Background: an optimization exercise with open tools, aiming at small area, a short achievable clock period and few clock cycles. Do not read the settings as production practice. Where RTL was checked, it was by simulation tests only, not by an equivalence proof against the original. Power figures rest on the tool's default switching activity, not on a simulated workload.

Setup of try-umber:
==> flow/design.v (excerpt) <==
module montctx32 (
    input  wire        clk,
    input  wire        rst,       
    input  wire        start,     
    input  wire [1:0]  variant,
    input  wire [31:0] n,
    output wire        ready,
    output reg         done,
    output wire [3:0]  status,
    output wire [31:0] ninv,
    output reg  [31:0] rmodn,
    output wire [31:0] r2modn
);
For scale: ~180 flip-flops, ~140 I/O pins, about 17000 um2 of cells after synthesis.
==> module montctx32, before the edit <==
module montctx32 (
    input  wire        clk,
    input  wire        rst,       
    input  wire        start,     
    input  wire [1:0]  variant,
    input  wire [31:0] n,
    output wire        ready,
    output reg         done,
    output wire [3:0]  status,
    output wire [31:0] ninv,
    output reg  [31:0] rmodn,
    output wire [31:0] r2modn
);
    localparam [1:0] S_IDLE  = 2'd0,
                     S_SETUP = 2'd1,
                     S_RUN   = 2'd2;
    reg [1:0]  state;
    reg        ready_q;
    reg [4:0]  cnt;
    reg [31:0] n_q;
    reg [33:0] n3_q;      
    reg [1:0]  v_q;
    reg [1:0]  st_q;      
    reg        st0_q;     
    reg [31:0] r_q;       
    reg [31:0] z_q;       
    assign ready  = ready_q;
    assign status = {1'b0, st_q, st0_q};
    assign ninv   = z_q;
    assign r2modn = r_q;
    wire accept = start & ready_q;
    reg [31:0] maxmod;
    always @(*) begin
        case (v_q)
            2'd0: maxmod = 32'hFFFF_FFFF;
            2'd1: maxmod = 32'h7FFF_FFFF;
            2'd2: maxmod = 32'h3FFF_FFFF;
            default: maxmod = 32'h2AAA_AAA9;
        endcase
    end
    wire is_even  = ~n_q[0];
    wire is_one   = (n_q == 32'd1);
    wire is_range = (n_q > maxmod);
    wire bad      = is_even | is_one | is_range;
    wire [31:0] smear;
    genvar g;
    generate
        for (g = 0; g < 32; g = g + 1) begin : g_smear
            assign smear[g] = |n_q[31:g];
        end
    endgenerate
    wire [31:0] msb = smear & ~{1'b0, smear[31:1]};   
    wire l_even = |(msb & 32'hAAAA_AAAA);
    wire [31:0] r_init = l_even ? ((~n_q + 32'd1) & smear) : msb;
    reg  [4:0]  half;                                
    integer k;
    always @(*) begin
        half = 5'd0;
        for (k = 1; k < 32; k = k + 2)
            if (n_q[k]) half = (k + 1) >> 1;
            else if (n_q[k-1]) half = (k - 1) >> 1;
    end
    wire [33:0] r4  = {r_q, 2'b00};
    wire [34:0] c1  = {1'b0, r4} - {3'b0, n_q};
    wire [34:0] c2  = {1'b0, r4} - {2'b0, n_q, 1'b0};
    wire [34:0] c3  = {1'b0, r4} - {1'b0, n3_q};
    wire [31:0] r_next = !c3[34] ? c3[31:0] :
                         !c2[34] ? c2[31:0] :
                         !c1[34] ? c1[31:0] : r4[31:0];
    wire        d0 = z_q[0];
    wire        d1 = z_q[1] ^ (z_q[0] & n_q[1]);
    wire [31:0] dn = d1 ? (d0 ? n3_q[31:0] : {n_q[30:0], 1'b0})
                        : (d0 ? n_q : 32'd0);
    wire [31:0] z_sub = z_q - dn;
    wire [31:0] tmask;                   
    generate
        for (g = 0; g < 30; g = g + 1) begin : g_mask
            assign tmask[g] = ({cnt[3:0], 1'b0} <= 5'd29 - g);
        end
    endgenerate
    assign tmask[31:30] = 2'b00;
    wire [31:0] z_shr  = {d1, d0, z_q[31:2]};
    wire [31:0] z_sshr = {d1, d0, z_sub[31:2]};
    wire [31:0] z_next = (tmask & z_sshr) | (~tmask & z_shr);   
    always @(posedge clk) begin
        done <= 1'b0;
        n3_q <= {2'b0, n_q} + {1'b0, n_q, 1'b0};
        case (state)
            S_SETUP: begin
                r_q   <= r_init;
                z_q   <= 32'd1;
                cnt   <= half;
                st_q  <= {bad, ~is_even & ~is_one & is_range};
                st0_q <= ~is_even & is_one;
                if (bad) begin
                    done  <= 1'b1;
                    state <= S_IDLE;
                end else begin
                    state <= S_RUN;
                end
            end
            S_RUN: begin
                r_q <= r_next;
                z_q <= (cnt == 5'd15) ? 32'd1 : z_next;
                cnt <= cnt + 5'd1;
                if (cnt == 5'd16)
                    rmodn <= r_q;
                if (cnt == 5'd31) begin
                    done  <= 1'b1;
                    state <= accept ? S_SETUP : S_IDLE;
                end
            end
            default: begin
                r_q <= r_next;
                z_q <= z_next;
                if (accept)
                    state <= S_SETUP;
            end
        endcase
        if (accept) begin
            n_q <= n;
            v_q <= variant;
        end
        ready_q <= 1'b0;
        if ((state == S_IDLE & ~accept) | (state == S_SETUP & bad) |
            (state == S_RUN & cnt == 5'd31 & ~accept) |
            (state == S_RUN & cnt == 5'd30))
            ready_q <= 1'b1;
        if (rst) begin
            state   <= S_IDLE;
            done    <= 1'b0;
            ready_q <= 1'b1;
        end
    end
endmodule
make LEC_CHECK=0 CAP_MARGIN=20 CORE_MARGIN=2 CORE_UTILIZATION=40 SETUP_SLACK_MARGIN=2.0 SLEW_MARGIN=20 finish   # period 5.0 ns
run.sh (not shown) runs the stock make flow with config.mk's settings and CLKGATE_MAP_FILE= SYNTH_SCRIPT=/design/flow/synth_recipe.tcl, a recipe that flattens the netlist after the stock synthesis.
Relative to try-umber, the following input files were edited for try-quartz:
--- a/flow/design.v
+++ b/flow/design.v
@@ -25,4 +25,6 @@
     reg [31:0] r_q;       
     reg [31:0] z_q;       
+    reg [31:0] c_q;       
+    reg        cin_q;     
     assign ready  = ready_q;
     assign status = {1'b0, st_q, st0_q};
@@ -68,9 +70,14 @@
                          !c2[34] ? c2[31:0] :
                          !c1[34] ? c1[31:0] : r4[31:0];
-    wire        d0 = z_q[0];
-    wire        d1 = z_q[1] ^ (z_q[0] & n_q[1]);
+    wire [1:0]  t_lo = z_q[1:0] + c_q[1:0] + {1'b0, cin_q};
+    wire        d0 = t_lo[0];
+    wire        d1 = t_lo[1] ^ (t_lo[0] & n_q[1]);
     wire [31:0] dn = d1 ? (d0 ? n3_q[31:0] : {n_q[30:0], 1'b0})
                         : (d0 ? n_q : 32'd0);
-    wire [31:0] z_sub = z_q - dn;
+    wire [31:0] fa_s = z_q ^ c_q ^ ~dn;
+    wire [31:0] fa_c = (z_q & c_q) | (z_q & ~dn) | (c_q & ~dn);
+    wire [32:0] cy   = {fa_c, cin_q};                 
+    wire [2:0]  lo_sum = {1'b0, fa_s[1:0]} + {1'b0, cy[1:0]} + 3'd1;
+    wire        cin_nx = lo_sum[2];
     wire [31:0] tmask;                   
     generate
@@ -80,7 +87,6 @@
     endgenerate
     assign tmask[31:30] = 2'b00;
-    wire [31:0] z_shr  = {d1, d0, z_q[31:2]};
-    wire [31:0] z_sshr = {d1, d0, z_sub[31:2]};
-    wire [31:0] z_next = (tmask & z_sshr) | (~tmask & z_shr);   
+    wire [31:0] z_next = {d1, d0, (tmask[29:0] & fa_s[31:2]) | (~tmask[29:0] & z_q[31:2])};
+    wire [31:0] c_next = {2'b00, tmask[29:0] & cy[31:2]};
     always @(posedge clk) begin
         done <= 1'b0;
@@ -90,4 +96,6 @@
                 r_q   <= r_init;
                 z_q   <= 32'd1;
+                c_q   <= 32'd0;
+                cin_q <= 1'b0;
                 cnt   <= half;
                 st_q  <= {bad, ~is_even & ~is_one & is_range};
@@ -102,5 +110,7 @@
             S_RUN: begin
                 r_q <= r_next;
-                z_q <= (cnt == 5'd15) ? 32'd1 : z_next;
+                z_q   <= (cnt == 5'd15) ? 32'd1 : z_next;
+                c_q   <= (cnt == 5'd15) ? 32'd0 : c_next;
+                cin_q <= (cnt != 5'd15) & cin_nx;
                 cnt <= cnt + 5'd1;
                 if (cnt == 5'd16)
@@ -112,6 +122,8 @@
             end
             default: begin
-                r_q <= r_next;
-                z_q <= z_next;
+                r_q   <= r_next;
+                z_q   <= z_next;
+                c_q   <= c_next;
+                cin_q <= cin_nx;
                 if (accept)
                     state <= S_SETUP;
==> results.txt <==
try-quartz | stages: all done | timing, DRC, antenna: all pass. The run showing the greater routed wire length is try-quartz. try-quartz: synthesized cell count 111 above try-umber. In the metrics for try-quartz and try-umber, the one carrying the higher power in combinational cells is try-quartz. Summary of try-quartz over try-umber: hold slack saw an increase; proportion of synthesized chip area in sequential cells picked up an extra 2.0 points. try-umber has lower inverter count than try-quartz. Compared to try-umber, try-quartz has extra flip-flops. try-quartz: count of clock-net buffers in the final layout 19 above try-umber. Min setup slack after layout across try-quartz and try-umber: try-umber. Per the comparison of try-quartz with try-umber, non-clock buffer count went up by 8, top fanout value on the critical path climbed 1.
Testbench counts of try-quartz, summed over its fixed seeds: cycles 40,553.
The RTL of try-umber was laid out without a check of its function.

S:
The RTL this note starts from:
==> flow/design.v <==
module montctx32 (
    input  wire        clk,
    input  wire        rst,       
    input  wire        start,     
    input  wire [1:0]  variant,
    input  wire [31:0] n,
    output wire        ready,
    output reg         done,
    output wire [3:0]  status,
    output wire [31:0] ninv,
    output reg  [31:0] rmodn,
    output wire [31:0] r2modn
);
    localparam [1:0] S_IDLE  = 2'd0,
                     S_SETUP = 2'd1,
                     S_RUN   = 2'd2;
    reg [1:0]  state;
    reg        ready_q;
    reg [4:0]  cnt;
    reg [31:0] n_q;
    reg [33:0] n3_q;      
    reg [1:0]  v_q;
    reg [1:0]  st_q;      
    reg        st0_q;     
    reg [31:0] r_q;       
    reg [31:0] z_q;       
    reg [31:0] c_q;       
    reg        cin_q;     
    assign ready  = ready_q;
    assign status = {1'b0, st_q, st0_q};
    assign ninv   = z_q;
    assign r2modn = r_q;
    wire accept = start & ready_q;
    reg [31:0] maxmod;
    always @(*) begin
        case (v_q)
            2'd0: maxmod = 32'hFFFF_FFFF;
            2'd1: maxmod = 32'h7FFF_FFFF;
            2'd2: maxmod = 32'h3FFF_FFFF;
            default: maxmod = 32'h2AAA_AAA9;
        endcase
    end
    wire is_even  = ~n_q[0];
    wire is_one   = (n_q == 32'd1);
    wire is_range = (n_q > maxmod);
    wire bad      = is_even | is_one | is_range;
    wire [15:0] pr;                      
    wire [15:0] psm;                     
    genvar g;
    generate
        for (g = 0; g < 16; g = g + 1) begin : g_pair
            assign pr[g]  = n_q[2*g+1] | n_q[2*g];
            assign psm[g] = |pr[15:g];
        end
    endgenerate
    wire [15:0] ptop = psm & ~{1'b0, psm[15:1]};     
    reg  [31:0] r_init;
    reg  [4:0]  half;                                
    integer k;
    always @(*) begin
        r_init = 32'd0;
        half   = 5'd0;
        for (k = 0; k < 16; k = k + 1) begin
            r_init[2*k] = ptop[k];
            if (ptop[k]) half = half | k[4:0];
        end
    end
    wire [33:0] r4  = {r_q, 2'b00};
    wire [34:0] c1  = {1'b0, r4} - {3'b0, n_q};
    wire [34:0] c2  = {1'b0, r4} - {2'b0, n_q, 1'b0};
    wire [34:0] c3  = {1'b0, r4} - {1'b0, n3_q};
    wire        setup = (state == S_SETUP);
    wire        sel3 = ~setup & ~c3[34];
    wire        sel2 = ~setup & c3[34] & ~c2[34];
    wire        sel1 = ~setup & c2[34] & ~c1[34];
    wire        sel0 = ~setup & c1[34];
    wire [31:0] r_next = ({32{sel3}} & c3[31:0]) | ({32{sel2}} & c2[31:0]) |
                         ({32{sel1}} & c1[31:0]) | ({32{sel0}} & r4[31:0]) |
                         ({32{setup}} & r_init);
    wire [1:0]  t_lo = z_q[1:0] + c_q[1:0] + {1'b0, cin_q};
    wire        d0 = t_lo[0];
    wire        d1 = t_lo[1] ^ (t_lo[0] & n_q[1]);
    wire [31:0] dn = d1 ? (d0 ? n3_q[31:0] : {n_q[30:0], 1'b0})
                        : (d0 ? n_q : 32'd0);
    wire [31:0] fa_s = z_q ^ c_q ^ ~dn;
    wire [31:0] fa_c = (z_q & c_q) | (z_q & ~dn) | (c_q & ~dn);
    wire [32:0] cy   = {fa_c, cin_q};                 
    wire [2:0]  lo_sum = {1'b0, fa_s[1:0]} + {1'b0, cy[1:0]} + 3'd1;
    wire        cin_nx = lo_sum[2];
    wire [31:0] tmask;                   
    generate
        for (g = 0; g < 30; g = g + 1) begin : g_mask
            assign tmask[g] = ({cnt[3:0], 1'b0} <= 5'd29 - g);
        end
    endgenerate
    assign tmask[31:30] = 2'b00;
    wire [31:0] z_next = {d1, d0, (tmask[29:0] & fa_s[31:2]) | (~tmask[29:0] & z_q[31:2])};
    wire [31:0] c_next = {2'b00, tmask[29:0] & cy[31:2]};
    always @(posedge clk) begin
        done <= 1'b0;
        n3_q <= {2'b0, n_q} + {1'b0, n_q, 1'b0};
        case (state)
            S_SETUP: begin
                r_q   <= r_next;
                z_q   <= 32'd1;
                c_q   <= 32'd0;
                cin_q <= 1'b0;
                cnt   <= half;
                st_q  <= {bad, ~is_even & ~is_one & is_range};
                st0_q <= ~is_even & is_one;
                if (bad) begin
                    done  <= 1'b1;
                    state <= S_IDLE;
                end else begin
                    state <= S_RUN;
                end
            end
            S_RUN: begin
                r_q <= r_next;
                z_q   <= (cnt == 5'd15) ? 32'd1 : z_next;
                c_q   <= (cnt == 5'd15) ? 32'd0 : c_next;
                cin_q <= (cnt != 5'd15) & cin_nx;
                cnt <= cnt + 5'd1;
                if (cnt == 5'd16)
                    rmodn <= r_q;
                if (cnt == 5'd31) begin
                    done  <= 1'b1;
                    state <= accept ? S_SETUP : S_IDLE;
                end
            end
            default: begin
                r_q   <= r_next;
                z_q   <= z_next;
                c_q   <= c_next;
                cin_q <= cin_nx;
                if (accept)
                    state <= S_SETUP;
            end
        endcase
        if (accept) begin
            n_q <= n;
            v_q <= variant;
        end
        ready_q <= 1'b0;
        if ((state == S_IDLE & ~accept) | (state == S_SETUP & bad) |
            (state == S_RUN & cnt == 5'd31 & ~accept) |
            (state == S_RUN & cnt == 5'd30))
            ready_q <= 1'b1;
        if (rst) begin
            state   <= S_IDLE;
            done    <= 1'b0;
            ready_q <= 1'b1;
        end
    end
endmodule
clock: 5.0 ns
lec_check: 0
cap_margin: 20
core_margin: 2
core_utilization: 40
setup_slack_margin: 2.4
slew_margin: 20
tns_end_percent: 0
S closes out successfully: all stages finished, all timing, DRC and antenna checks passed.
Testbench counts of S, summed over its fixed seeds: cycles 41,451.
Input changes introduced in T (baseline for comparison: S):
--- a/flow/design.v
+++ b/flow/design.v
@@ -19,6 +19,7 @@
     reg [4:0]  cnt;
     reg [31:0] n_q;
     reg [33:0] n3_q;      
+    reg [31:0] nd_q;      
     reg [1:0]  v_q;
     reg [1:0]  st_q;      
     reg        st0_q;     
@@ -66,8 +67,8 @@
         end
     end
     wire [33:0] r4  = {r_q, 2'b00};
-    wire [34:0] c1  = {1'b0, r4} - {3'b0, n_q};
-    wire [34:0] c2  = {1'b0, r4} - {2'b0, n_q, 1'b0};
+    wire [34:0] c1  = {1'b0, r4} - {3'b0, nd_q};
+    wire [34:0] c2  = {1'b0, r4} - {2'b0, nd_q, 1'b0};
     wire [34:0] c3  = {1'b0, r4} - {1'b0, n3_q};
     wire        setup = (state == S_SETUP);
     wire        sel3 = ~setup & ~c3[34];
@@ -99,6 +100,7 @@
     always @(posedge clk) begin
         done <= 1'b0;
         n3_q <= {2'b0, n_q} + {1'b0, n_q, 1'b0};
+        nd_q <= n_q;
         case (state)
             S_SETUP: begin
                 r_q   <= r_next;
Results
T completed end to end with timing, DRC and antenna clean.
T vs S — amount of wire on met3 after detailed routing rose 64%.
S → T: layout overhead on the synthesized area rose by 9.2 points; share of the clock period used by the worst path saw a decrease; cell count rose by 134.
Compare S and T | share of power burned in the clock network higher: S
Between T and S, the initial cell density of the core figures differ only marginally.
Taking S as the reference, in T worst-skew pair later-pin latency climbed 0.04 ns; synthesized area climbed 6.1%; worst setup margin climbed 0.29 ns.
T vs. S: count of clock-buffer cells in the layout went up by about 15%.
No functional check of the RTL was part of T.

Setup of oak:
Another version of the RTL of montctx32 (not shown whole).
Size in the first run: roughly 210 flip-flops, roughly 16000 µm² of cells after synthesis.
==> module montctx32, before the edit <==
module montctx32 (
    input  wire        clk,
    input  wire        rst,       
    input  wire        start,     
    input  wire [1:0]  variant,
    input  wire [31:0] n,
    output wire        ready,
    output reg         done,
    output wire [3:0]  status,
    output wire [31:0] ninv,
    output reg  [31:0] rmodn,
    output wire [31:0] r2modn
);
    localparam [1:0] S_IDLE  = 2'd0,
                     S_SETUP = 2'd1,
                     S_RUN   = 2'd2;
    reg [1:0]  state;
    reg        ready_q;
    reg [4:0]  cnt;
    reg [31:0] n_q;
    reg [33:0] n3_q;      
    reg [1:0]  v_q;
    reg [1:0]  st_q;      
    reg        st0_q;     
    reg [31:0] r_q;       
    reg [31:0] z_q;       
    reg [31:0] c_q;       
    reg        cin_q;     
    assign ready  = ready_q;
    assign status = {1'b0, st_q, st0_q};
    assign ninv   = z_q;
    assign r2modn = r_q;
    wire accept = start & ready_q;
    reg [31:0] maxmod;
    always @(*) begin
        case (v_q)
            2'd0: maxmod = 32'hFFFF_FFFF;
            2'd1: maxmod = 32'h7FFF_FFFF;
            2'd2: maxmod = 32'h3FFF_FFFF;
            default: maxmod = 32'h2AAA_AAA9;
        endcase
    end
    wire is_even  = ~n_q[0];
    wire is_one   = (n_q == 32'd1);
    wire is_range = (n_q > maxmod);
    wire bad      = is_even | is_one | is_range;
    wire [31:0] smear;
    genvar g;
    generate
        for (g = 0; g < 32; g = g + 1) begin : g_smear
            assign smear[g] = |n_q[31:g];
        end
    endgenerate
    wire [31:0] msb    = smear & ~{1'b0, smear[31:1]};
    wire [31:0] r_init = (msb | {1'b0, msb[31:1]}) & 32'h5555_5555;
    reg  [4:0]  half;                                
    integer k;
    always @(*) begin
        half = 5'd0;
        for (k = 1; k < 32; k = k + 2)
            if (n_q[k] | n_q[k-1]) half = (k - 1) >> 1;
    end
    wire [33:0] r4  = {r_q, 2'b00};
    wire [34:0] c1  = {1'b0, r4} - {3'b0, n_q};
    wire [34:0] c2  = {1'b0, r4} - {2'b0, n_q, 1'b0};
    wire [34:0] c3  = {1'b0, r4} - {1'b0, n3_q};
    wire [31:0] r_next = !c3[34] ? c3[31:0] :
                         !c2[34] ? c2[31:0] :
                         !c1[34] ? c1[31:0] : r4[31:0];
    wire [1:0]  t_lo = z_q[1:0] + c_q[1:0] + {1'b0, cin_q};
    wire        d0 = t_lo[0];
    wire        d1 = t_lo[1] ^ (t_lo[0] & n_q[1]);
    wire [31:0] dn = d1 ? (d0 ? n3_q[31:0] : {n_q[30:0], 1'b0})
                        : (d0 ? n_q : 32'd0);
    wire [31:0] fa_s = z_q ^ c_q ^ ~dn;
    wire [31:0] fa_c = (z_q & c_q) | (z_q & ~dn) | (c_q & ~dn);
    wire [32:0] cy   = {fa_c, cin_q};                 
    wire [2:0]  lo_sum = {1'b0, fa_s[1:0]} + {1'b0, cy[1:0]} + 3'd1;
    wire        cin_nx = lo_sum[2];
    wire [31:0] tmask;                   
    generate
        for (g = 0; g < 30; g = g + 1) begin : g_mask
            assign tmask[g] = ({cnt[3:0], 1'b0} <= 5'd29 - g);
        end
    endgenerate
    assign tmask[31:30] = 2'b00;
    wire [31:0] z_next = {d1, d0, (tmask[29:0] & fa_s[31:2]) | (~tmask[29:0] & z_q[31:2])};
    wire [31:0] c_next = {2'b00, tmask[29:0] & cy[31:2]};
    always @(posedge clk) begin
        done <= 1'b0;
        n3_q <= {2'b0, n_q} + {1'b0, n_q, 1'b0};
        case (state)
            S_SETUP: begin
                r_q   <= r_init;
                z_q   <= 32'd1;
                c_q   <= 32'd0;
                cin_q <= 1'b0;
                cnt   <= half;
                st_q  <= {bad, ~is_even & ~is_one & is_range};
                st0_q <= ~is_even & is_one;
                if (bad) begin
                    done  <= 1'b1;
                    state <= S_IDLE;
                end else begin
                    state <= S_RUN;
                end
            end
            S_RUN: begin
                r_q <= r_next;
                z_q   <= (cnt == 5'd15) ? 32'd1 : z_next;
                c_q   <= (cnt == 5'd15) ? 32'd0 : c_next;
                cin_q <= (cnt != 5'd15) & cin_nx;
                cnt <= cnt + 5'd1;
                if (cnt == 5'd16)
                    rmodn <= r_q;
                if (cnt == 5'd31) begin
                    done  <= 1'b1;
                    state <= accept ? S_SETUP : S_IDLE;
                end
            end
            default: begin
                r_q   <= r_next;
                z_q   <= z_next;
                c_q   <= c_next;
                cin_q <= cin_nx;
                if (accept)
                    state <= S_SETUP;
            end
        endcase
        if (accept) begin
            n_q <= n;
            v_q <= variant;
        end
        ready_q <= 1'b0;
        if ((state == S_IDLE & ~accept) | (state == S_SETUP & bad) |
            (state == S_RUN & cnt == 5'd31 & ~accept) |
            (state == S_RUN & cnt == 5'd30))
            ready_q <= 1'b1;
        if (rst) begin
            state   <= S_IDLE;
            done    <= 1'b0;
            ready_q <= 1'b1;
        end
    end
endmodule
export LEC_CHECK = 0
export CAP_MARGIN = 20
export CORE_MARGIN = 2
export CORE_UTILIZATION = 40
export SETUP_SLACK_MARGIN = 2.0
export SLEW_MARGIN = 20
export TNS_END_PERCENT = 0
create_clock -name core_clock -period 5.0 [get_ports {clk}]
For pine, these inputs were changed with respect to oak:
diff --git a/flow/design.v b/flow/design.v
--- a/flow/design.v
+++ b/flow/design.v
@@ -65,7 +65,10 @@
     wire [34:0] c2  = {1'b0, r4} - {2'b0, n_q, 1'b0};
     wire [34:0] c3  = {1'b0, r4} - {1'b0, n3_q};
-    wire [31:0] r_next = !c3[34] ? c3[31:0] :
-                         !c2[34] ? c2[31:0] :
-                         !c1[34] ? c1[31:0] : r4[31:0];
+    wire        sel3 = ~c3[34];
+    wire        sel2 = c3[34] & ~c2[34];
+    wire        sel1 = c2[34] & ~c1[34];
+    wire        sel0 = c1[34];
+    wire [31:0] r_next = ({32{sel3}} & c3[31:0]) | ({32{sel2}} & c2[31:0]) |
+                         ({32{sel1}} & c1[31:0]) | ({32{sel0}} & r4[31:0]);
     wire [1:0]  t_lo = z_q[1:0] + c_q[1:0] + {1'b0, cin_q};
     wire        d0 = t_lo[0];
==> comparison <==
| sum of met2 wire segment lengths after detailed routing | lower: pine |. Looking at pine and oak, the final worst clock skew is a wash. The higher area of the multi-input gates came out of oak. Summary — routed via count, pine relative to oak: lower, by 1070. Between oak and pine, the flow reports area of the mapped netlist decreasing by a few percent. pine: number of cells upsized or downsized after cts lower than oak. Relative to oak, mux cell area share after synthesis decreased by 0.18 points in pine. Non-filler instance count after layout, pine and oak: smaller value in pine. In the flow results for pine and oak, the sequential share of layout area is smaller on oak. Compared pine vs oak, and power is down in pine.
No run of this note included a check of the RTL's function; only the layout flow was run.

## re-timing with driven ports
Ports are ideal in the flow. The routed layouts listed here were re-timed in OpenROAD.
Step 1 (the two cells are an assumption about what drives the block):
set clk [get_ports {clk}]
set_driving_cell -lib_cell sky130_fd_sc_hd__clkbuf_16 $clk
set_driving_cell -lib_cell sky130_fd_sc_hd__buf_2 [delete_from_list [all_inputs] $clk]
Step 2 moves the port delays by t, midway between the first and last clock arrival at a register: inputs arrive t later, outputs are due t later. That takes back most of the time a late clock gives input paths.
a / b / c = ideal / step 1 / step 2; a / b = the first two.
| run | shift t [ns] | setup slack, ns | hold slack, ns | clock arrival spread, ns | worst data-port slew with drivers (ns) |
|---|---|---|---|---|---|
| try-umber | 0.538 | 1.269 / 1.269 / 1.269 | 0.501 / 0.501 / 0.501 | 0.018 / 0.018 | 0.05 |
| try-quartz | 0.621 | 1.778 / 1.778 / 1.778 | 0.515 / 0.515 / 0.515 | 0.009 / 0.009 | 0.04 |
| S | 0.606 | 1.806 / 1.806 / 1.806 | 0.503 / 0.503 / 0.503 | 0.023 / 0.022 | 0.04 |
| T | 0.645 | 2.093 / 2.093 / 1.946 | 0.499 / 0.499 / 0.499 | 0.028 / 0.028 | 0.04 |
| oak | 0.617 | 1.701 / 1.701 / 1.701 | 0.522 / 0.522 / 0.522 | 0.014 / 0.013 | 0.04 |
| pine | 0.605 | 1.616 / 1.616 / 1.616 | 0.520 / 0.520 / 0.520 | 0.018 / 0.018 | 0.05 |
After both steps every run listed still meets setup and hold. The setup slack of T, which loses most, moves by 0.000 ns with the drivers and by -0.147 ns with both steps.
